Context: an optimization exercise on an open-source flow, tuned for small area, a short achievable clock period and few clock cycles. The choices shown serve that exercise and are no tape-out recipe. No functional check of the RTL was part of any run shown here. Power figures rest on the tool's default switching activity, not on a simulated workload.

<file path="design/flow/design.v">
module kbd_scan_react (
    input  wire        clk,
    input  wire        rst,
    input  wire        cmd_valid,
    input  wire [7:0]  cmd,
    output wire        cmd_ready,
    output reg  [7:0]  row_n,
    input  wire [7:0]  col_n,
    input  wire [31:0] rnd_data,
    output reg         rnd_take,
    output wire [17:0] ev,
    output reg         led_valid,
    output reg  [23:0] led_data,
    output reg         draw_valid,
    output reg  [1:0]  draw_sprite,
    output wire [2:0]  fault
);
    localparam [1:0] M_RAINBOW = 2'd0, M_LIGHTNING = 2'd1, M_CHASE = 2'd2, M_CHASE2 = 2'd3;
    localparam [3:0] S_IDLE = 4'd0,
                     S_SCAN = 4'd1,    
                     S_POP  = 4'd2,    
                     S_DBW  = 4'd3,    
                     S_LFW  = 4'd4,    
                     S_LF   = 4'd5,    
                     S_LW0  = 4'd6,    
                     S_LT0  = 4'd7,    
                     S_LW1  = 4'd8,    
                     S_LT1  = 4'd9,    
                     S_LR   = 4'd10,   
                     S_LT2  = 4'd11,   
                     S_KW0  = 4'd12,   
                     S_KT0  = 4'd13,   
                     S_KT1  = 4'd14;   
    reg [3:0]  st;
    reg        rdy;
    reg        f_proto, f_ill;
    reg [2:0]  sc_row;
    reg        row_on;
    reg [2:0]  ic;           
    reg [2:0]   phi;
    reg [63:0]  rs;          
    reg [255:0] rc;          
    reg [7:0]   rv;          
    reg [63:0]  rsn;         
    reg [7:0]   sv;          
    reg [3:0]   pass;        
    reg [7:0]   bvalid;
    reg [7:0]   bkind;
    reg [2:0]   brow;
    reg [7:0]   evrow;
    reg [7:0]   ev_r;        
    reg [59:0] lk;           
    reg [11:0] lt;           
    reg [1:0]  fk;           
    reg        fws;          
    reg [7:0]  ft;
    reg        fpend;        
    reg [6:0]  lcnt;
    reg [3:0]  cidx;
    reg [7:0]  cph;          
    reg [1:0]  mode;
    reg [3:0]  rsel;         
    reg [3:0]  jsel;         
    reg        lb;           
    reg        ltrig;
    reg [7:0]  a_p;
    reg [4:0]  a_k;
    reg        a_fl;
    reg        a_ty;
    reg [1:0]  sprite;
    reg [31:0] dd;           
    reg x_ltf, x_lk, x_lm, x_dt, x_dk, x_lfin, x_lw;
    reg [7:0]  mbyte;
    reg [3:0]  macc;
    reg [2:0]  mcnt;
    reg        mvalid;
    assign cmd_ready = rdy;
    assign fault     = {f_proto, f_ill, 1'b0};
    assign ev        = {ev_r[7:6], 5'd0, ev_r[5:3], 5'd0, ev_r[2:0]};
    wire halted = f_proto | f_ill;
    wire ok     = cmd_valid & rdy & ~halted;
    wire d_scan = (cmd == 8'h10);
    wire d_db   = (cmd == 8'h20);
    wire d_pop  = (cmd == 8'h21);
    wire d_lt   = (cmd == 8'h30);
    wire d_lk   = (cmd == 8'h31);
    wire d_lf   = (cmd == 8'h32);
    wire d_lm   = (cmd[7:2] == 6'b001101);
    wire d_dt   = (cmd == 8'h40);
    wire d_dk   = (cmd == 8'h41);
    wire d_ill  = ~(d_scan | d_db | d_pop | d_lt | d_lk | d_lf | d_lm | d_dt | d_dk);
    wire [7:0]  u_s   = rv[0] ? rs[7:0]  : 8'd0;
    wire [31:0] u_c   = rv[0] ? rc[31:0] : 32'd0;
    wire [7:0]  u_sn  = sv[0] ? rsn[7:0] : 8'd0;
    wire        in_pass = (pass != 4'd0);
    reg  [7:0]  u_s2, u_fire, u_pend;
    reg  [31:0] u_c2;
    reg  [3:0]  uc;
    reg         udif;
    integer k;
    always @* begin
        for (k = 0; k < 8; k = k + 1) begin
            uc   = u_c[4*k +: 4];
            udif = u_sn[k] ^ u_s[k];
            u_fire[k] = udif & (uc == 4'd14);
            u_pend[k] = &uc;
            u_s2[k]   = u_s[k] ^ u_fire[k];
            u_c2[4*k +: 4] = udif ? ((&uc) ? 4'd1 : uc + 4'd1) : 4'd0;
        end
    end
    wire        u_fany   = |u_fire;
    wire [7:0]  lowmask  = (8'd1 << phi) - 8'd1;
    wire        ld_now   = !in_pass && (bvalid == 8'd0) && evrow[phi] && ((evrow & lowmask) == 8'd0);
    wire        q_any    = (bvalid != 8'd0) || (evrow != 8'd0);
    wire        pop_wait = in_pass || ((bvalid == 8'd0) && (evrow != 8'd0));
    reg [2:0] b_col;
    integer n;
    always @* begin
        b_col = 3'd0;
        for (n = 7; n >= 0; n = n - 1)
            if (bvalid[n]) b_col = n;
    end
    wire b_kind = bkind[b_col];
    wire [2:0] sn_wp = sc_row - phi - 3'd1;
    wire       sample = (st == S_SCAN) && row_on;
    wire [4:0] dsub  = {1'b0, cidx} - {1'b0, rsel};
    wire [3:0] d12   = dsub[4] ? dsub[3:0] + 4'd12 : dsub[3:0];
    wire [3:0] d6    = (d12 >= 4'd6) ? d12 - 4'd6 : d12;
    wire [9:0] seedx = {rsel, 6'd0} / 10'd3;            
    wire [7:0] pa    = (fk == 2'd0) ? ft  : cph;
    wire [7:0] pb    = (fk == 2'd0) ? (fws ? seedx[7:0] : 8'd0)
                                    : -{4'd0, (fk == 2'd3) ? d6 : d12};
    wire [7:0] s_p   = pa + pb;
    wire [4:0] s_k   = (fk == 2'd0) ? 5'd0 : lk[5*rsel +: 5];
    wire       s_fl  = (fk == 2'd1);
    wire       s_ty  = lt[rsel];
    wire       b_r0  = (a_p < 8'd85);
    wire       b_r1  = !b_r0 && (a_p < 8'd170);
    wire [9:0] p3    = {2'd0, a_p} + {1'd0, a_p, 1'b0};
    wire [7:0] lo    = b_r0 ? p3[7:0] : b_r1 ? (p3 - 10'd255) : (p3 - 10'd510);   
    wire [8:0] fd    = {a_k, 3'd0} + {2'd0, a_k, 1'b0};                          
    wire [7:0] lo_v  = a_fl ? (a_ty ? 8'd128 : 8'd255) : lo;
    wire [7:0] hi_v  = a_fl ? 8'd255 : ~lo;
    wire [9:0] lo_d  = {2'd0, lo_v} - {1'b0, fd};
    wire [9:0] hi_d  = {2'd0, hi_v} - {1'b0, fd};
    wire [7:0] lo_f  = lo_d[9] ? 8'd0 : lo_d[7:0];
    wire [7:0] hi_f  = hi_d[9] ? 8'd0 : hi_d[7:0];
    wire [7:0] c_r   = a_fl ? lo_f : b_r0 ? hi_f : b_r1 ? 8'd0 : lo_f;
    wire [7:0] c_g   = a_fl ? lo_f : b_r0 ? 8'd0 : b_r1 ? lo_f : hi_f;
    wire [7:0] c_b   = a_fl ? hi_f : b_r0 ? lo_f : b_r1 ? hi_f : 8'd0;
    wire       c_dim = c_r < 8'd100;
    wire [2:0] m5    = macc % 4'd5;
    wire [1:0] m3    = macc % 4'd3;
    wire       r_trig = (mbyte[1:0] == 2'd0) && (m5 == 3'd0);
    wire [1:0] m43   = (mbyte[1:0] == 2'd3) ? 2'd0 : mbyte[1:0];
    wire [2:0] jt    = {1'b0, m3} + 3'd3 - {1'b0, m43};
    wire [1:0] jq    = (jt >= 3'd3) ? jt[1:0] - 2'd3 : jt[1:0];
    wire [3:0] r_j   = {jq, mbyte[1:0]};
    wire [3:0] cidx_next = (cidx == 4'd11) ? 4'd0 : cidx + 4'd1;
    wire [3:0] cidx_twin = (cidx_next >= 4'd6) ? cidx_next - 4'd6 : cidx_next + 4'd6;
    wire [6:0] k_last    = (mode == M_CHASE2) ? 7'd99 : 7'd9;
    wire       lt_fire   = (lcnt == k_last);
    wire dd_hit = x_dk ? 1'b0 : x_dt ? (dd == 32'd398) : (dd == 32'd399);
    wire frame_x = x_ltf | x_lk | x_lm | x_lfin | x_lw;
    wire chase_upd = x_ltf & mode[1];
    wire l_clear   = x_lm & (mode != M_RAINBOW);
    wire l_fade    = chase_upd | x_lfin;
    reg [59:0] lk_n;
    reg [11:0] lt_n;
    reg        wr;
    integer i;
    always @* begin
        for (i = 0; i < 12; i = i + 1) begin
            wr = ((chase_upd | x_lk) & ((i == cidx_next) || (mode == M_CHASE2 && i == cidx_twin))) |
                 (x_lw & (i == jsel));
            lt_n[i] = (x_lw & (i == jsel)) ? lb : lt[i];
            if (l_clear)
                lk_n[5*i +: 5] = 5'd31;
            else if (wr)
                lk_n[5*i +: 5] = l_fade ? 5'd1 : 5'd0;
            else if (l_fade && lk[5*i +: 5] != 5'd31)
                lk_n[5*i +: 5] = lk[5*i +: 5] + 5'd1;
            else
                lk_n[5*i +: 5] = lk[5*i +: 5];
        end
    end
    always @(posedge clk) begin
        led_data <= {c_g, c_r, c_b};
        a_p <= s_p; a_k <= s_k; a_fl <= s_fl; a_ty <= s_ty;
        lt <= lt_n;
        rs  <= {in_pass ? u_s2 : u_s, rs[63:8]};
        rc  <= {in_pass ? u_c2 : u_c, rc[255:32]};
        rsn <= {rsn[7:0], rsn[63:8]};
        if (sample)
            rsn[8*sn_wp +: 8] <= ~col_n;
        if (rst) begin
            st <= S_IDLE; rdy <= 1'b1;
            f_proto <= 1'b0; f_ill <= 1'b0;
            sc_row <= 3'd0; row_on <= 1'b0; ic <= 3'd0; row_n <= 8'hFF;
            phi <= 3'd0; rv <= 8'd0; sv <= 8'd0; pass <= 4'd0;
            bvalid <= 8'd0; evrow <= 8'd0; ev_r <= 8'd0;
            lk <= {12{5'd31}}; fk <= 2'd1; fws <= 1'b0; ft <= 8'd255; fpend <= 1'b0;
            lcnt <= 7'd0; cidx <= 4'd0; cph <= 8'd255; mode <= M_RAINBOW;
            rsel <= 4'd0;
            sprite <= 2'd0; dd <= 32'd0;
            x_ltf <= 1'b0; x_lk <= 1'b0; x_lm <= 1'b0;
            x_dt <= 1'b0; x_dk <= 1'b0; x_lfin <= 1'b0; x_lw <= 1'b0;
            rnd_take <= 1'b0; led_valid <= 1'b0; draw_valid <= 1'b0;
            mcnt <= 3'd0; macc <= 4'd0; mvalid <= 1'b0;
        end else begin
            x_ltf <= 1'b0; x_lk <= 1'b0; x_lm <= 1'b0;
            x_dt <= 1'b0; x_dk <= 1'b0; x_lfin <= 1'b0; x_lw <= 1'b0;
            rnd_take   <= 1'b0;
            led_valid  <= 1'b0;
            draw_valid <= 1'b0;
            if (rnd_take) begin
                mcnt <= 3'd0; macc <= 4'd0; mvalid <= 1'b0;
            end else if (!mvalid) begin
                case (mcnt)
                3'd0: mbyte <= rnd_data[31:24];
                3'd1: mbyte <= rnd_data[23:16];
                3'd2: mbyte <= rnd_data[15:8];
                default: mbyte <= rnd_data[7:0];
                endcase
                if (mcnt != 3'd0)
                    macc <= ({2'd0, macc} + mbyte[7:4] + mbyte[3:0]) % 6'd15;
                if (mcnt == 3'd4)
                    mvalid <= 1'b1;
                else
                    mcnt <= mcnt + 3'd1;
            end
            ic <= row_on ? 3'd0 : (ic[2] ? 3'd4 : ic + 3'd1);
            phi <= phi + 3'd1;
            rv  <= {1'b1, rv[7:1]};
            sv  <= {sv[0], sv[7:1]};
            if (sample)
                sv[sn_wp] <= 1'b1;
            if (in_pass) begin
                pass <= pass - 4'd1;
                if (u_fany) begin
                    if (bvalid == 8'd0 || phi < brow) begin
                        if (bvalid != 8'd0) evrow[brow] <= 1'b1;
                        brow <= phi; bvalid <= u_fire; bkind <= u_sn;
                    end else
                        evrow[phi] <= 1'b1;
                end
            end else if (ld_now) begin
                brow <= phi; bvalid <= u_pend; bkind <= u_s;
                evrow[phi] <= 1'b0;
            end
            lk <= lk_n;
            if (x_lm) begin
                if (mode == M_RAINBOW)
                    fpend <= 1'b1;
                else begin
                    fk <= mode; cidx <= 4'd0; cph <= 8'd255;
                end
            end else if (chase_upd | x_lk) begin
                cidx <= cidx_next;
                cph  <= cph + 8'd1;
            end
            if (x_ltf && mode == M_RAINBOW) begin
                fk <= 2'd0;
                if (fpend) begin
                    fws <= 1'b1; ft <= 8'd0; fpend <= 1'b0;
                end else
                    ft <= ft + 8'd1;
            end
            if (x_dk)
                dd <= 32'd0;
            else if (x_dt)
                dd <= dd + 32'd1;
            case (st)
            S_IDLE: begin
                if (ok) begin
                    if (d_scan) begin
                        st <= S_SCAN; rdy <= 1'b0; sc_row <= 3'd0;
                        if (ic >= 3'd3 && !in_pass) begin
                            row_n <= 8'hFE; row_on <= 1'b1;
                        end
                    end
                    if (d_db) begin
                        if (in_pass) begin
                            st <= S_DBW; rdy <= 1'b0;
                        end else if (q_any)
                            f_proto <= 1'b1;
                        else
                            pass <= 4'd8;
                    end
                    if (d_pop) begin
                        st <= S_POP; rdy <= 1'b0;
                    end
                    if (d_lt) begin
                        if (lt_fire) begin
                            lcnt <= 7'd0;
                            if (mode == M_LIGHTNING) begin
                                rdy <= 1'b0;
                                if (mvalid) begin
                                    st <= S_LT0; rnd_take <= 1'b1; ltrig <= r_trig;
                                end else
                                    st <= S_LW0;
                            end else
                                x_ltf <= 1'b1;
                        end else
                            lcnt <= lcnt + 7'd1;
                    end
                    if (d_lk) begin
                        if (mode == M_LIGHTNING) begin
                            rdy <= 1'b0;
                            if (mvalid) begin
                                st <= S_KT0; rnd_take <= 1'b1; jsel <= r_j;
                            end else
                                st <= S_KW0;
                        end else if (mode == M_CHASE)
                            x_lk <= 1'b1;
                    end
                    if (d_lf) begin
                        rdy <= 1'b0;
                        if (frame_x)
                            st <= S_LFW;
                        else begin
                            st <= S_LF; rsel <= 4'd1;
                        end
                    end
                    if (d_lm) begin
                        mode <= cmd[1:0]; lcnt <= 7'd0; x_lm <= 1'b1;
                    end
                    if (d_dt) begin
                        x_dt <= 1'b1;
                        if (dd_hit) begin
                            sprite <= 2'd0; draw_sprite <= 2'd0; draw_valid <= 1'b1;
                        end
                    end
                    if (d_dk) begin
                        x_dk <= 1'b1;
                        sprite      <= (sprite == 2'd1) ? 2'd2 : 2'd1;
                        draw_sprite <= (sprite == 2'd1) ? 2'd2 : 2'd1;
                        draw_valid  <= 1'b1;
                    end
                    if (d_ill)
                        f_ill <= 1'b1;
                end
            end
            S_SCAN: begin
                if (row_on) begin
                    row_n  <= 8'hFF;
                    row_on <= 1'b0;
                    sc_row <= sc_row + 3'd1;
                    if (sc_row == 3'd7) begin
                        st <= S_IDLE; rdy <= 1'b1;
                    end
                end else if (ic >= 3'd3 && !in_pass) begin
                    row_n  <= ~(8'd1 << sc_row);
                    row_on <= 1'b1;
                end
            end
            S_DBW: begin
                if (!in_pass) begin
                    st <= S_IDLE; rdy <= 1'b1;
                    if (q_any)
                        f_proto <= 1'b1;
                    else
                        pass <= 4'd8;
                end
            end
            S_POP: if (!pop_wait) begin
                st <= S_IDLE; rdy <= 1'b1;
                if (bvalid == 8'd0)
                    ev_r <= 8'd0;
                else begin
                    ev_r <= {1'b1, b_kind, brow, b_col};
                    bvalid[b_col] <= 1'b0;
                    if (b_kind) begin
                        x_dk <= 1'b1;
                        sprite      <= (sprite == 2'd1) ? 2'd2 : 2'd1;
                        draw_sprite <= (sprite == 2'd1) ? 2'd2 : 2'd1;
                        draw_valid  <= 1'b1;
                        if (mode == M_LIGHTNING) begin
                            rdy <= 1'b0;
                            if (mvalid) begin
                                st <= S_KT0; rnd_take <= 1'b1; jsel <= r_j;
                            end else
                                st <= S_KW0;
                        end else if (mode == M_CHASE)
                            x_lk <= 1'b1;
                    end
                end
            end
            S_LFW: begin
                if (!frame_x) begin
                    st <= S_LF; rsel <= 4'd1;
                end
            end
            S_LF: begin
                led_valid <= 1'b1;
                if (rsel == 4'd12) begin
                    st <= S_IDLE; rdy <= 1'b1; rsel <= 4'd0;
                end else
                    rsel <= rsel + 4'd1;
            end
            S_LW0: begin
                if (mvalid) begin
                    st <= S_LT0; rnd_take <= 1'b1; ltrig <= r_trig;
                end
            end
            S_LT0: begin
                if (ltrig)
                    st <= S_LW1;
                else begin
                    st <= S_IDLE; rdy <= 1'b1; x_lfin <= 1'b1;
                end
            end
            S_LW1: begin
                if (mvalid) begin
                    st <= S_LT1; rnd_take <= 1'b1; jsel <= r_j; rsel <= r_j;
                end
            end
            S_LT1: begin
                st <= S_LR; rsel <= 4'd0;
            end
            S_LR: begin
                if (c_dim) begin
                    st <= S_LT2; rnd_take <= 1'b1;
                end else begin
                    st <= S_IDLE; rdy <= 1'b1; x_lfin <= 1'b1;
                end
            end
            S_LT2: begin
                lb <= rnd_data[0];
                st <= S_IDLE; rdy <= 1'b1; x_lfin <= 1'b1; x_lw <= 1'b1;
            end
            S_KW0: begin
                if (mvalid) begin
                    st <= S_KT0; rnd_take <= 1'b1; jsel <= r_j;
                end
            end
            S_KT0: begin
                st <= S_KT1; rnd_take <= 1'b1;
            end
            S_KT1: begin
                lb <= rnd_data[0];
                st <= S_IDLE; rdy <= 1'b1; x_lw <= 1'b1;
            end
            default: begin
                st <= S_IDLE; rdy <= 1'b1;
            end
            endcase
        end
    end
endmodule
</file>
<file path="design/flow/flow/run.sh">
#!/bin/bash
# Standard ORFS layout (standard synthesis), with timing repair aimed at a
# larger setup slack than the default so that the achieved period is short.
set -euo pipefail
bash standard.sh SETUP_SLACK_MARGIN=10 finish > standard.log 2>&1
</file>
<file path="design/flow/standard.sh">
#!/bin/bash
# synth_recipe.tcl (not shown) runs the flow's synth.tcl, then flattens the netlist and writes it again
# the make line also repeats each setting of config.mk as NAME=value (left out here)
make -C /OpenROAD-flow-scripts/flow DESIGN_CONFIG=/design/flow/config.mk WORK_HOME=/design/flow/orfs CLKGATE_MAP_FILE= SYNTH_SCRIPT=/design/flow/synth_recipe.tcl "${@:-finish}"
</file>
<file path="design/flow/config.mk">
export PLATFORM = sky130hd
export DESIGN_NAME = kbd_scan_react
export DESIGN_NICKNAME = kbd_scan_react
export VERILOG_FILES = /design/flow/design.v
export SDC_FILE = /design/flow/constraint.sdc
export NUM_CORES = 8
export LEC_CHECK = 0
export CAP_MARGIN = 20
export CORE_MARGIN = 2
export CORE_UTILIZATION = 40
export PLACE_DENSITY = 0.6
export SLEW_MARGIN = 20
</file>
<file path="design/flow/constraint.sdc">
create_clock -name core_clock -period 14.0 [get_ports {clk}]
set_input_delay 2.8000 -clock core_clock [delete_from_list [all_inputs] [get_ports {clk}]]
set_output_delay 2.8000 -clock core_clock [all_outputs]
set_load 0.01 [all_outputs]
</file>
==> results.json, run 1 <==
{
  "status": "timing/DRC/antenna clean",
  "boundaryPins": 110,
  "yosys.area.top_type": "dfxtp_1",
  "synthMostInstantiatedCell": "dfxtp_1",
  "chipHeight_um": 271,
  "grt_pass1_vias": 21700,
  "synthMuxAreaShare_pct": 4.37,
  "fp.dieW_um": 271,
  "startpoint_type": "flop",
  "h-tree-depth": 3,
  "setup_viol": 0,
  "crit_slowest_cell": "or4_4",
  "finalCritPeriodShare_pct": 47.5,
  "path_common_cell": "ha_4",
  "p_leak_nw": 13.6,
  "fin_setup_tns_ps": 0,
  "synth_xor_area_share_pct": 4.02,
  "core_mm2": 0.0703,
  "fmax_ghz": 0.150,
  "worst_pin_slew_ps": 1050,
  "r2r_start": "rsel[0]",
  "rsz0062_at_grt": "true",
  "synth_top_family_by_area": "simple AND/OR/NAND/NOR gates",
  "startpoint": "rsel[0]",
  "crit_type": "reg2reg",
  "required_ps": 14540,
  "grt_pass1_wl_mm": 111,
  "final_nets": 3363,
  "totalWireLength_mm": 67.5,
  "final_util_pct": 49.5,
  "synthTopCellsByCount": "dfxtp_1 (641), nand2_1 (312), nor2_1 (241)",
  "syn2layout_area_growth_pct": 22.1,
  "hold_buffers": 0,
  "ys_seq_area_share_pct": 49.1,
  "max_slew_margin_pct": 30.1,
  "drv_slew": 0,
  "critical_path.top_delay_family": "compound AO/OA/AOI/OAI gates",
  "irDropWorstVdd_v": 0.000171,
  "yosysTopAreaCellShare_pct": 45.0,
  "initialDrtViolationCount": 1460,
  "overflow": 0,
  "ys_warn_count": 1,
  "synthAdderAreaFrac_pct": 7.76,
  "place_ws_ps": 5880,
  "clockBufferDepth": 3,
  "synth-simple-area-share_pct": 17.1,
  "cts_buffers": 71,
  "synth-compound-area-share_pct": 14.4,
  "initial_core_util_pct": 40.6,
  "hold_class": "reg2reg",
  "synthCells": 2950,
  "synth-edff-count": 39,
  "synthTopCellsByArea": "dfxtp_1 (45%), ha_1 (6.8%), edfxtp_1 (4.1%)",
  "dp_hpwl_mm": 46.3,
  "ys_seq_elements": 680,
  "syn_area_per_cell_um2": 9.67,
  "p_per_area_mw_per_mm2": 147,
  "clock_latency_ps": 630,
  "drc": 0,
  "gr-usage-all-layers_pct": 18.1,
  "async_flop_share_pct": 0,
  "wl_per_cell_um": 16.3,
  "clkTransAtPathRegs_ps": 60,
  "hold_start": "rc[78]",
  "fin_crit_ps": 6650,
  "critPathMaxStageDelay_ps": 500,
  "num_antenna_cells": 0,
  "total_power_mw": 5.12,
  "crit_arrival_ps": 7190,
  "antenna_found_initial": 0,
  "yosysUniqueCellTypes": 102,
  "design_area_mm2": 0.0348,
  "setup_ws_ps": 7350,
  "vias": 22000,
  "synth_area_mm2": 0.0285,
  "end_kind": "flop",
  "skew_ps": 32.9,
  "crit_fanout": 6,
  "layout-drive-gt1-share_pct": 17.8,
  "place_congestion": 0.867,
  "dr.pass1.iters": 6,
  "num_rows": 97,
  "maxCapViolCount": 0,
  "die_area_mm2": 0.0734,
  "ant_nets": 0,
  "grt_max_degree": 75,
  "dpl_cell_area_mm2": 0.0307,
  "clock-sinks": 680,
  "synth-main-ff-cell": "dfxtp_1",
  "final_hold_viol_count": 0,
  "cts_tree": "yes",
  "crit_buf_inv": 4,
  "via_per_inst": 5.31,
  "clockRootBuffer": "clkbuf_16",
  "io_buffers": 98
}
-- kinds of logic after synthesis --
group,count (synthesis)
mux,97
buf+inv,225
simple gates,1002
fa+ha+maj,169
other cells,1
xor+xnor,130
flops,680
compound gates,646
-- cell type report --
cell class | count | area [µm²]
Sequential cell | 680 | 14100
Timing Repair Buffer | 233 | 1930
Clock inverter | 30 | 353
Tap cell | 940 | 1180
Clock buffer | 98 | 2090
Fill cell | 6279 | 35500
Inverter | 102 | 387
Multi-Input combinational cell | 2055 | 14800
-- routing by layer --
| layer | GRT usage [%] | wire length, µm | up-vias |
|---|---|---|---|
| met3 | 2.79 | 2580 | 112 |
| met4 | 5.36 | 1550 | 0 |
| met2 | 31.2 | 32600 | 462 |
| met5 | 0 | 0 | - |
| li1 | - | - | 10800 |
| met1 | 23.5 | 30700 | 10600 |
-- state kept, by name, summed over array words and instances (netlist names), 5 cells and up --
name and cells:
bkind 8, rsn 64, led_data 24, mbyte 8, rc 256, ft 8
lk 60, lcnt 7, row_n 8, sv 8, ev_r 8, rv 8
bvalid 8, dd 32, a_k 5, rs 64, evrow 8, a_p 8
cph 8, lt 12
-- timing repair --
action,4_1_cts,5_1_grt
endpoints found under the hold margin,0,0
endpoints found under the setup margin,152,84
setup buffers,92,31
resized for setup,306,94
pin swaps,91,111
-- power breakdown --
part	internal (mW)	leakage (nW)	total (mW)	switching [mW]
Clock	1.12	1.20	1.91	0.793
Sequential	1.99	5.58	2.03	0.0317
Combinational	0.528	6.83	1.18	0.654
Total	3.64	13.6	5.12	1.48
-- through the flow --
stage | hold slack [ps] | cells
floorplan | 310 | 2960
global placement | 310 | 3887
detailed placement | 312 | 3887
CTS | 317 | 4107
global route | 325 | 4138
finish | 312 | 4138
-- worst paths after layout --
kind	depth (start not counted)	endpoint	slack [ps]
setup / recovery	37	a_p[6]	7350
hold / removal	0	rc[46]	310
setup reg to reg	37	a_p[6]	7350
hold reg to reg	0	rc[46]	310
-- cell usage in the layout (no fill, tap or decap), drive strengths merged, types with 20 or more instances in the layout --
cell type / n
a21o: 32
a21oi: 140
a22o: 29
and2: 30
and3: 39
buf: 163
clkbuf: 109
clkdlybuf4s50: 40
clkinv: 23
dfxtp: 641
edfxtp: 39
ha: 156
inv: 102
mux2i: 58
mux4: 20
nand2: 312
nand2b: 22
nand3: 87
nand4: 42
nor2: 242
nor2b: 44
nor3: 56
o21ai: 227
o22ai: 38
o31ai: 23
or3: 22
xnor2: 55
xor2: 75
==> inputs of run 2 (changes only) <==
==> design/flow/run.sh (new file) <==
#!/bin/bash
# synth_recipe.tcl (not shown) runs the flow's synth.tcl, then flattens the netlist and writes it again
# the make line also repeats each setting of config.mk as NAME=value (left out here)
make -C /OpenROAD-flow-scripts/flow DESIGN_CONFIG=/design/flow/config.mk WORK_HOME=/design/flow/orfs CLKGATE_MAP_FILE= SYNTH_SCRIPT=/design/flow/synth_recipe.tcl finish
removed: design/flow/flow/run.sh
removed: design/flow/standard.sh
==> run 2 against run 1 <==
Final area down 5.8%. Combinational power down about 30%. Sequential share of layout area up 2.3 points. Routed wire length down 1.1%. Cell count down 3.0%. Register-to-register slack worse by 2600 ps. Utilization down 2.9 points. Non-clock buffer count down 121. Area after synthesis unchanged. Critical endpoint unchanged. Highest routed layer unchanged.
==> results.json, run 2 <==
{
  "final_nets": 3241,
  "synthMostInstantiatedCell": "dfxtp_1",
  "end_kind": "flop",
  "irDropWorstVdd_v": 0.000144,
  "fmax_ghz": 0.108,
  "ys_seq_area_share_pct": 49.1,
  "grt_pass1_vias": 21200,
  "rr_endpoint": "a_p[6]",
  "reg.largest.list": "rc x256, rs x64, rsn x64",
  "p_seq_share_pct": 42.0,
  "async_flop_share_pct": 0,
  "worst_pin_slew_ps": 1140,
  "finalCritPeriodShare_pct": 66.2,
  "place_ws_ps": 4950,
  "vias": 21500,
  "synth-edff-count": 39,
  "ys_seq_elements": 680,
  "cts_resized": 0,
  "final_hold_viol_count": 0,
  "r2r_start": "rsel[1]",
  "antenna_found_initial": 0,
  "setup_viol": 0,
  "rsz0062_at_grt": "false",
  "cts_setup_buffers": 0,
  "pwr-share-clk_pct": 40.9,
  "fp.dieW_um": 271,
  "syn2layout_area_growth_pct": 15.0,
  "totalWireLength_mm": 66.7,
  "crit_type": "reg2reg",
  "core_mm2": 0.0703,
  "critPathMaxStageDelay_ps": 620,
  "startpoint_type": "flop",
  "p_sw_share_pct": 28.0,
  "dr.pass1.iters": 6,
  "synth-main-ff-cell": "dfxtp_1",
  "r2r_setup_slack_ps": 4730,
  "hold_end": "rc[84]",
  "hold_path_depth": 0,
  "instances_no_fill": 4013,
  "ant_nets": 0,
  "clockRootBuffer": "clkbuf_16",
  "power.net_switching_mw": 1.35,
  "worst-r2r-cell-count": 39,
  "setup_ws_ps": 4730,
  "syn_area_per_cell_um2": 9.67,
  "status": "timing/DRC/antenna clean",
  "via_per_inst": 5.35,
  "crit_buf_inv": 4,
  "cts_buffers": 70,
  "yosysTopAreaCellShare_pct": 45.0,
  "top_register": "rc",
  "chipHeight_um": 271,
  "yosysUniqueCellTypes": 102,
  "crit_slowest_cell": "nor3_1",
  "overflow": 0,
  "hold_buffers": 0,
  "layout-drive-gt1-share_pct": 6.96,
  "crit_fanout": 31,
  "grt_pass1_wl_mm": 110,
  "boundaryPins": 110,
  "fin_setup_tns_ps": 0,
  "h-tree-depth": 3,
  "synth_area_mm2": 0.0285,
  "ys_warn_count": 1,
  "num_antenna_cells": 0,
  "final_common_cell": "dfxtp_1",
  "die_area_mm2": 0.0734,
  "path_common_cell": "ha_1",
  "place_congestion": 0.867,
  "clock_latency_ps": 630,
  "synthCells": 2950,
  "p_int_mw": 3.48,
  "max_slew_margin_pct": 23.1,
  "clock-sinks": 680,
  "final_util_pct": 46.7,
  "drv_slew": 0,
  "hold_start": "rc[116]",
  "yosys.area.top_type": "dfxtp_1",
  "clockBufferDepth": 3,
  "gr-usage-all-layers_pct": 18.0,
  "cts_tree": "yes",
  "synthTopCellsByArea": "dfxtp_1 (45%), ha_1 (6.8%), edfxtp_1 (4.1%)",
  "grt_max_degree": 76,
  "combinationalPowerShare_pct": 17.1,
  "critical_path.top_delay_family": "compound AO/OA/AOI/OAI gates",
  "clkTransAtPathRegs_ps": 60,
  "dp_hpwl_mm": 47.0,
  "required_ps": 14540,
  "placedCellCount": 3889,
  "p_per_area_mw_per_mm2": 148,
  "mostFrequentLayoutCells": "dfxtp_1 (640), nand2_1 (312), nor2_1 (240)",
  "hold_class": "reg2reg",
  "wl_per_cell_um": 16.6,
  "synthTopCellsByCount": "dfxtp_1 (641), nand2_1 (312), nor2_1 (241)",
  "p_leak_nw": 12.7,
  "skew_ps": 34.9,
  "io_buffers": 98,
  "initialDrtViolationCount": 1528,
  "drc": 0,
  "fin_crit_ps": 9270,
  "total_power_mw": 4.84,
  "initial_core_util_pct": 40.6,
  "num_rows": 97,
  "maxCapViolCount": 0,
  "crit_arrival_ps": 9810,
  "largest_register_ff_count": 256
}
## run 2: cell type report
class / count / area [µm²]
Inverter: 102 / 383
Fill cell: 6515 / 37500
Multi-Input combinational cell: 2055 / 13600
Timing Repair Buffer: 112 / 1080
Clock buffer: 94 / 2030
Clock inverter: 30 / 474
Sequential cell: 680 / 14000
Tap cell: 940 / 1180
## run 2: power groups by stage
stage / Sequential (mW) / Clock, mW / Combinational, mW
3_3_place_gp: 2.07 / 0 / 0.776
6_report: 2.03 / 1.98 / 0.825
4_1_cts: 2.03 / 2.02 / 0.823
3_5_place_dp: 2.07 / 0 / 0.819
5_1_grt: 2.04 / 2.11 / 0.916
2_1_floorplan: 2.06 / 0 / 0.624
## run 2: kinds of logic after synthesis
group	after synthesis	synth area share, %
buffers and inverters	225	3.23
and+or+nand+nor	1002	17.1
DFF	680	49.1
adders and majority gates	169	7.76
muxes	97	4.37
xor gates and xnor gates	130	4.02
other	1	0.0132
AOI/OAI and AO/OA	646	14.4
## run 2: worst max-delay path by stage
stage / startpoint / end / slack (ps) / cells after the start
finish: rsel[1] / a_p[6] / 4730 / 39
floorplan: rsel[1] / a_p[6] / 5920 / 42
CTS: rsel[1] / a_p[6] / 4870 / 39
detailed placement: rsel[1] / a_p[6] / 4950 / 39
global route: rsel[1] / a_p[6] / 3980 / 39
global placement: rsel[1] / a_p[6] / 5180 / 39
## run 2: through the flow
step	instance area, µm²	hold slack (ps)
after floorplan	28600	310
after global placement	30300	310
after detailed placement	30300	312
after CTS	32800	315
after global routing	32800	319
final	32800	315
## run 2: metal layers
| metal | track usage, % | routed length [µm] | up-vias |
|---|---|---|---|
| met5 | 0 | 0 | - |
| met4 | 4.46 | 1150 | 0 |
| met3 | 3.06 | 2570 | 100 |
| met2 | 31.5 | 32700 | 419 |
| met1 | 23.0 | 30300 | 10300 |
| li1 | - | - | 10600 |

what the ideal ports hide:
How much do the figures lean on ideal ports? The routed layouts below were timed once more, with nothing changed but the port constraints. Step 1, drivers: a clkbuf_16 drives clk and a buf_2 each remaining input, both assumed. Step 2 also shifts input and output timing later by t, the mid clock arrival at the registers, as if the neighbouring blocks saw the same clock. Slacks: ideal ports / drivers / drivers and shift; pairs: ideal ports / drivers.
| run | t, ns | setup WS [ns] | latest minus earliest clock arrival (ns) | worst data-port slew with drivers (ns) | cell pins on the clock port's net |
|---|---|---|---|---|---|
| run 1 | 0.674 | 7.351 / 7.351 / 7.351 | 0.033 / 0.034 | 0.07 | 1 |
| run 2 | 0.669 | 4.731 / 4.731 / 4.731 | 0.038 / 0.038 | 0.12 | 1 |
After both steps every run listed still meets setup and hold.
